This is an optimization exercise on Yosys and OpenROAD, whose aim is small area, a short achievable clock period and few clock cycles, not a production implementation. Function not checked in this run: the RTL went through the layout flow alone. Power is estimated from default activity; no workload was simulated.

==> flow/design.v <==
module btcp_rx_check (
    input  wire        clk,
    input  wire        rst,
    input  wire        in_valid,
    output wire        in_ready,
    input  wire [31:0] in_data,
    input  wire        in_last,
    input  wire [2:0]  in_nbytes,    
    output wire        res_valid,
    input  wire        res_ready,
    output wire [1:0]  res_status,   
    output wire [15:0] res_seq,
    output wire [15:0] res_ack,
    output wire [7:0]  res_flags,
    output wire [7:0]  res_win,
    output wire [15:0] res_dlen,
    output wire [15:0] res_csum,     
    output wire [15:0] res_calc,     
    output wire        res_csum_ok,
    output wire [2:0]  res_type,
    output wire [9:0]  res_plen
);
    function [15:0] crc_x32;
        input [15:0] v;
        reg   [15:0] c;
        integer k;
        begin
            c = 16'h0000;
            for (k = 15; k >= 0; k = k - 1)
                c = (c[15] ^ v[k]) ? ({c[14:0], 1'b0} ^ 16'h1021)
                                   : {c[14:0], 1'b0};
            for (k = 0; k < 16; k = k + 1)
                c = c[15] ? ({c[14:0], 1'b0} ^ 16'h1021) : {c[14:0], 1'b0};
            crc_x32 = c;
        end
    endfunction
    function [15:0] crc_d16;
        input [15:0] v;
        reg   [15:0] c;
        integer k;
        begin
            c = v;
            for (k = 0; k < 16; k = k + 1)
                c = c[0] ? ({1'b0, c[15:1]} ^ 16'h8810) : {1'b0, c[15:1]};
            crc_d16 = c;
        end
    endfunction
    function [15:0] crc_u;
        input [15:0] c0;
        reg   [15:0] c;
        integer k;
        begin
            c = c0;
            for (k = 0; k < 8; k = k + 1)
                c = c[0] ? ({1'b0, c[15:1]} ^ 16'h8810) : {1'b0, c[15:1]};
            crc_u = c;
        end
    endfunction
    reg        rx;         
    reg        f1;         
    reg        ub;         
    reg        eq;         
    reg        rv;         
    reg [1:0]  uc;         
    reg [1:0]  hp;         
    reg [7:0]  cnt;        
    reg [1:0]  plo;        
    reg        big;        
    reg [15:0] sh;         
    reg [15:0] seq_r, ack_r, dlen_r, csum_r;
    reg [7:0]  flags_r, win_r;
    reg        ok_r;
    reg [2:0]  type_r;
    reg [1:0]  status_r;
    wire acc  = in_valid & rx;
    wire h0   = (hp == 2'd0);
    wire nb1  = ~in_nbytes[2] & ~in_nbytes[1];
    wire nb12 = ~in_nbytes[2] & ~(in_nbytes[1] & in_nbytes[0]);
    wire nb123 = ~in_nbytes[2];
    wire [15:0] dh = in_data[31:16] & {{8{hp != 2'd2}}, {8{(hp != 2'd2) & ~(in_last & nb1)}}};
    wire [15:0] dl = in_data[15:0]  & {{8{~(in_last & nb12)}}, {8{~(in_last & nb123)}}};
    wire [15:0] ms = crc_x32(sh);
    wire [7:0] cbase = h0 ? 8'hFD : cnt;
    always @(posedge clk) begin
        if (rst) begin
            rx <= 1'b1;
            f1 <= 1'b0;
            ub <= 1'b0;
            eq <= 1'b0;
            rv <= 1'b0;
            hp <= 2'd0;
        end else begin
            f1 <= acc & in_last;
            if (acc) begin
                if (in_last) begin
                    rx <= 1'b0;
                    hp <= 2'd0;
                end else if (hp != 2'd3) begin
                    hp <= hp + 2'd1;
                end
            end
            if (f1) begin
                ub <= (uc != 2'd0);
                eq <= (uc == 2'd0);
            end else if (ub) begin
                ub <= (uc != 2'd1);
                eq <= (uc == 2'd1);
            end else begin
                eq <= 1'b0;
            end
            if (eq)
                rv <= 1'b1;
            if (rv & res_ready) begin
                rv <= 1'b0;
                rx <= 1'b1;
            end
        end
    end
    wire        e0  = rx & (hp == 2'd0);
    wire        e1  = rx & (hp == 2'd1);
    wire        e2  = rx & (hp == 2'd2);
    wire        keep = ~(acc | f1 | ub);
    wire        gm  = (acc & ~h0) | f1;
    wire [7:0]  cnext = cbase + {7'd0, ~in_last | in_nbytes[2] | in_nbytes[1]};
    always @(posedge clk) begin
        sh <= (sh & {16{keep}}) | ((ms & {16{gm}}) ^ ((dh ^ crc_d16(dl)) & {16{acc}}))
            | (crc_u(sh) & {16{ub}});
        if (acc) begin
            cnt <= cnext;
            big <= ~h0 & (big | (cnt == 8'd251 & ~in_last));
        end
        if (rx) begin
            plo <= {~in_nbytes[1], in_nbytes[0]};
            uc  <= 2'd0 - in_nbytes[1:0];
        end else if (ub) begin
            uc  <= uc - 2'd1;
        end
        if (e0) seq_r   <= in_data[31:16];
        if (e0) ack_r   <= in_data[15:0];
        if (e1) flags_r <= in_data[31:24];
        if (e1) win_r   <= in_data[23:16];
        if (e1) dlen_r  <= in_data[15:0];
        if (e2) csum_r  <= in_data[31:16];
        ok_r <= (sh == csum_r);
        case (flags_r)
        8'h02:   type_r <= 3'd1;
        8'h10:   type_r <= 3'd2;
        8'h01:   type_r <= 3'd3;
        8'h12:   type_r <= 3'd4;
        8'h11:   type_r <= 3'd5;
        default: type_r <= ({cnt, plo} != 10'd0) ? 3'd6 : 3'd0;
        endcase
        status_r <= big                           ? 2'd2 :
                    (cnt >= 8'hFD)                ? 2'd1 :
                    (cnt == 8'd252 && plo != 2'd0) ? 2'd2 : 2'd0;
    end
    assign in_ready    = rx;
    assign res_valid   = rv;
    assign res_status  = status_r;
    assign res_seq     = seq_r;
    assign res_ack     = ack_r;
    assign res_flags   = flags_r;
    assign res_win     = win_r;
    assign res_dlen    = dlen_r;
    assign res_csum    = csum_r;
    assign res_calc    = sh;
    assign res_csum_ok = ok_r;
    assign res_type    = type_r;
    assign res_plen    = {cnt, plo};
endmodule
==> flow/flow/run.sh <==
#!/bin/bash
# The standard layout (standard.sh), with the port buffers made from a
# small buffer cell. Each step's full log is under orfs/logs; make's own
# output goes to standard.log.
set -euo pipefail
bash standard.sh \
  BUFFER_PORTS_ARGS="-buffer_cell sky130_fd_sc_hd__buf_1" \
  finish > standard.log 2>&1
==> flow/standard.sh <==
#!/bin/bash
# synth_recipe.tcl (not shown) runs the flow's synth.tcl, then flattens the netlist and writes it again
# the make line also repeats each setting of config.mk as NAME=value (left out here)
make -C /OpenROAD-flow-scripts/flow DESIGN_CONFIG=/design/flow/config.mk WORK_HOME=/design/flow/orfs CLKGATE_MAP_FILE= SYNTH_SCRIPT=/design/flow/synth_recipe.tcl "${@:-finish}"
==> flow/config.mk <==
export PLATFORM = sky130hd
export DESIGN_NAME = btcp_rx_check
export DESIGN_NICKNAME = btcp_rx_check
export VERILOG_FILES = /design/flow/design.v
export SDC_FILE = /design/flow/constraint.sdc
export NUM_CORES = 4
export LEC_CHECK = 0
export CAP_MARGIN = 20
export CORE_MARGIN = 2
export CORE_UTILIZATION = 40
export CTS_BUF_LIST = sky130_fd_sc_hd__clkbuf_8
export CTS_CLUSTER_DIAMETER = 200
export CTS_CLUSTER_SIZE = 50
export SETUP_SLACK_MARGIN = 3.8
export SLEW_MARGIN = 20
==> flow/constraint.sdc <==
create_clock -name core_clock -period 6.0 [get_ports {clk}]
set_input_delay 1.2000 -clock core_clock [delete_from_list [all_inputs] [get_ports {clk}]]
set_output_delay 1.2000 -clock core_clock [all_outputs]
set_load 0.01 [all_outputs]
==> impl_metrics.ini <==
[outcome]
outcome = finished clean

[pwr]
swShare_pct = 38.2
max-vdd-ir-drop_v = 0.000667
leakagePower_nw = 3.51
switchingPower_mw = 2.07
power_frac_seq_pct = 22.4
intPower_mw = 3.35
p_per_area_nw_per_um2 = 609
pwr-share-comb_pct = 65.4
clockPowerShare_pct = 12.1

[synthesis]
yosys.area_share.adder_pct = 1.75
synth_top_family_by_area = XOR/XNOR gates
synth_edf_count = 93
yosys_warnings = 1
seq_area_frac_synth_pct = 52.3
syn_nets = 549
ys_async_sr_fraction_pct = 0
yosys.area_share.simple_pct = 9.50
syn-cell-area_sq_um = 6450
avgSynthCellArea_sq_um = 12.9
synthMuxAreaShare_pct = 1.34
synth.top_cell.area_share_pct = 43.3
synthesis.instances = 500
netlist-cell-type-count = 57
synthXorXnorAreaFrac_pct = 26.5
ys_ff_latch = 122
yosys.area.top_type = edfxtp_1
synthFlopType = edfxtp_1
synth_compound_area_share_pct = 5.41
yosys-top-cells-area = edfxtp_1 (43%), xnor2_1 (13%), dfxtp_1 (9.0%)

[layout]
layout_commonest_cell = edfxtp_1
diodes = 0
area_growth_pct = 37.8
final_cells = 967
layout_common_cells = edfxtp_1 (93), xnor2_1 (91), buf_4 (86)
drive_above_1_share_pct = 37.7
layout.nets = 787

[die]
die_h_um = 131
num_rows = 46
initial_core_util_pct = 40.8
die_area_sq_um = 17200
core_sq_um = 15800
die_x_um = 131
io_pins = 154

[drt]
vias = 4731
avgRoutedWirePerCell_um = 18.0
first_pass_iters = 5
vias_per_cell = 4.89
wl_um = 17400
route.detailed.drc = 0
drt-initial-drc-count = 351
route.antenna.remaining_nets = 0

[clock_tree]
cts_tree = done
numCtsBuffers = 17
htree_levels = 4
clock_path_buffers = 2
clock-sinks = 122
worstSkewPairLatency_ns = 0.45
postCtsHoldBufs = 0
path_clk_slew_ns = 0.07
cts-root-buf = clkbuf_8

[timing]
fin_crit_ns = 2.48
finalHoldViolations = 0
setup_violations = 0
rsz0062_at_grt = true
worstMarginPinSlew_ns = 0.876
clock_skew_ns = 0.0141
fin_crit_sh_pct = 41.4
max_slew_margin_pct = 41.5
slew_viol_final = 0
tns_ns = 0
max_freq_mhz = 403

[worst_setup_path]
arrival_ns = 2.82
critPathRequiredTime_ns = 6.34
crit_chain = buf_8, nand2b_4, buf_12, buf_12, mux2i_4, xor2_2, buf_4, xnor2_2, nor2_2, xor2_1, a221o_1
startpoint_type = input pin
end_kind = flop
cp_slowest_cell = a221o_1
worstSetupPathType = in2reg
crit_top_cell = buf_12
max_stage_delay_ns = 0.25
crit_fanout = 4

[grt]
grt_first_pass_wirelength_um = 26100
grt_util_all_layers_pct = 20.6
grt_overflow = 0
grt_max_degree = 30
antenna_found_initial = 0
grt_pass1_vias = 4782

[placement]
place_congestion = 0.820
io_buffers = 153
dpl.hpwl_um = 12100
dp.cells = 843

[hold_path]
hold_path.class = reg2reg

[flow_run]
max_cap_viol_count = 0
==> worst max-delay path: cells and delay by family <==
kind            cells  cell delay [ns]
simple gates        2             0.21
mux                 1             0.17
xor+xnor            3             0.47
buf+inv             4             0.51
compound gates      1             0.25
==> path summary, 6_finish.rpt <==
| kind | slack, ns | startpoint | end | depth (start not counted) |
|---|---|---|---|---|
| hold reg to reg | 0.45 | rv$_SDFFE_PP0P_ | rv$_SDFFE_PP0P_ | 1 |
| setup reg to reg | 3.67 | sh[9]$_DFF_P_ | sh[13]$_DFF_P_ | 8 |
| setup / recovery | 3.52 | in_nbytes[2] | sh[14]$_DFF_P_ | 11 |
| hold / removal | 0.45 | rv$_SDFFE_PP0P_ | rv$_SDFFE_PP0P_ | 1 |
==> area by class of cell <==
class / instances / area (sq um)
multi-input combinational: 338 / 3180
clock buffer: 19 / 262
timing repair buffer: 247 / 1600
sequential: 122 / 3440
fill: 1308 / 6940
clock inverter: 13 / 92.6
tap: 216 / 270
inverter: 12 / 45.0
==> repair_timing <==
action	CTS	global route
buffers inserted	67	25
resized for setup	98	88
endpoints found under the hold margin	0	0
setup endpoints to repair	81	97
pin swaps	23	22
==> per-stage QoR <==
stage	utilization (%)	instance area, sq um	setup WS (ns)	hold WS (ns)	power (mW)
floorplan	-	6650	3.28	0.436	3.83
global route	56.2	8890	3.46	0.464	5.73
detailed placement	46.3	7320	2.68	0.465	4.32
finish	56.2	8890	3.52	0.449	5.41
CTS	53.5	8470	3.52	0.470	5.22
global placement	46.3	7320	2.76	0.455	4.30
==> sequential cells by signal (all words and copies together), names as in the netlist <==
signal    cells
ub            1
csum_r       16
ack_r        16
big           1
hp            2
plo           2
cnt           8
rx            1
f1            1
eq            1
dlen_r       16
sh           16
uc            2
status_r      2
type_r        3
flags_r       8
ok_r          1
rv            1
win_r         8
seq_r        16
==> logic make-up after synthesis <==
| family | Yosys count |
|---|---|
| adders and majority gates | 9 |
| DFF | 122 |
| AOI/OAI and AO/OA | 44 |
| muxes | 7 |
| xor gates and xnor gates | 153 |
| and+or+nand+nor | 125 |
| buffers and inverters | 40 |
==> per-layer routing <==
| metal | vias up | part of all wire (%) | global-route usage, % |
|---|---|---|---|
| li1 | 2208 | - | - |
| met1 | 2341 | 42 | 26.0 |
| met2 | 156 | 50 | 34.2 |
| met3 | 26 | 5.5 | 4.85 |
| met4 | 0 | 2.2 | 8.70 |
| met5 | - | 0 | 0 |
==> synth_stat cells (all sizes together) (2+ instances only) <==
cell and instances:
xnor2 102, edfxtp 93, nor2 38, nand2 36
xor2 33, dfxtp 29, buf 17, a221o 16
xnor3 14, inv 12, clkbuf 11, ha 9
nand2b 8, mux2i 7, nor2b 7, nor3b 7
o21ai 7, a21oi 6, nand3 4, nand4 4
nor3 4, xor3 4, a22oi 3, and2 3
and3 3, nor4 3, or2 3, a311oi 2
o211ai 2, o21a 2
==> power by group through the flow <==
| stage | Sequential, mW | Combinational, mW | Clock (mW) |
|---|---|---|---|
| 5_1_grt | 1.23 | 3.79 | 0.704 |
| 2_1_floorplan | 1.14 | 2.69 | 0 |
| 6_report | 1.21 | 3.54 | 0.658 |
| 3_3_place_gp | 1.29 | 3.01 | 0 |
| 3_5_place_dp | 1.29 | 3.03 | 0 |
| 4_1_cts | 1.21 | 3.34 | 0.669 |

## re-timing with driven ports
In the flow no input, the clock included, has a driving cell. The finished layout below was timed again as built, in two steps. Step 1: set_driving_cell puts a clkbuf_16 on clk and a buf_2 on each other input, an assumption about the parent block. Step 2 also shifts input and output timing later by t, the mid clock arrival at the registers, as if the neighbouring blocks saw the same clock. Slacks: ideal / step 1 / step 2; pairs: ideal / step 1.
shift t [ns]: 0.478
setup WS [ns]: 3.517 / 3.506 / 3.028
worst hold slack (ns): 0.449 / 0.449 / 0.449
cell pins on the clock port's net: 1
After both steps setup and hold are still met in this run. The setup slack of this run moves by -0.011 ns with the drivers and by -0.489 ns with both steps.
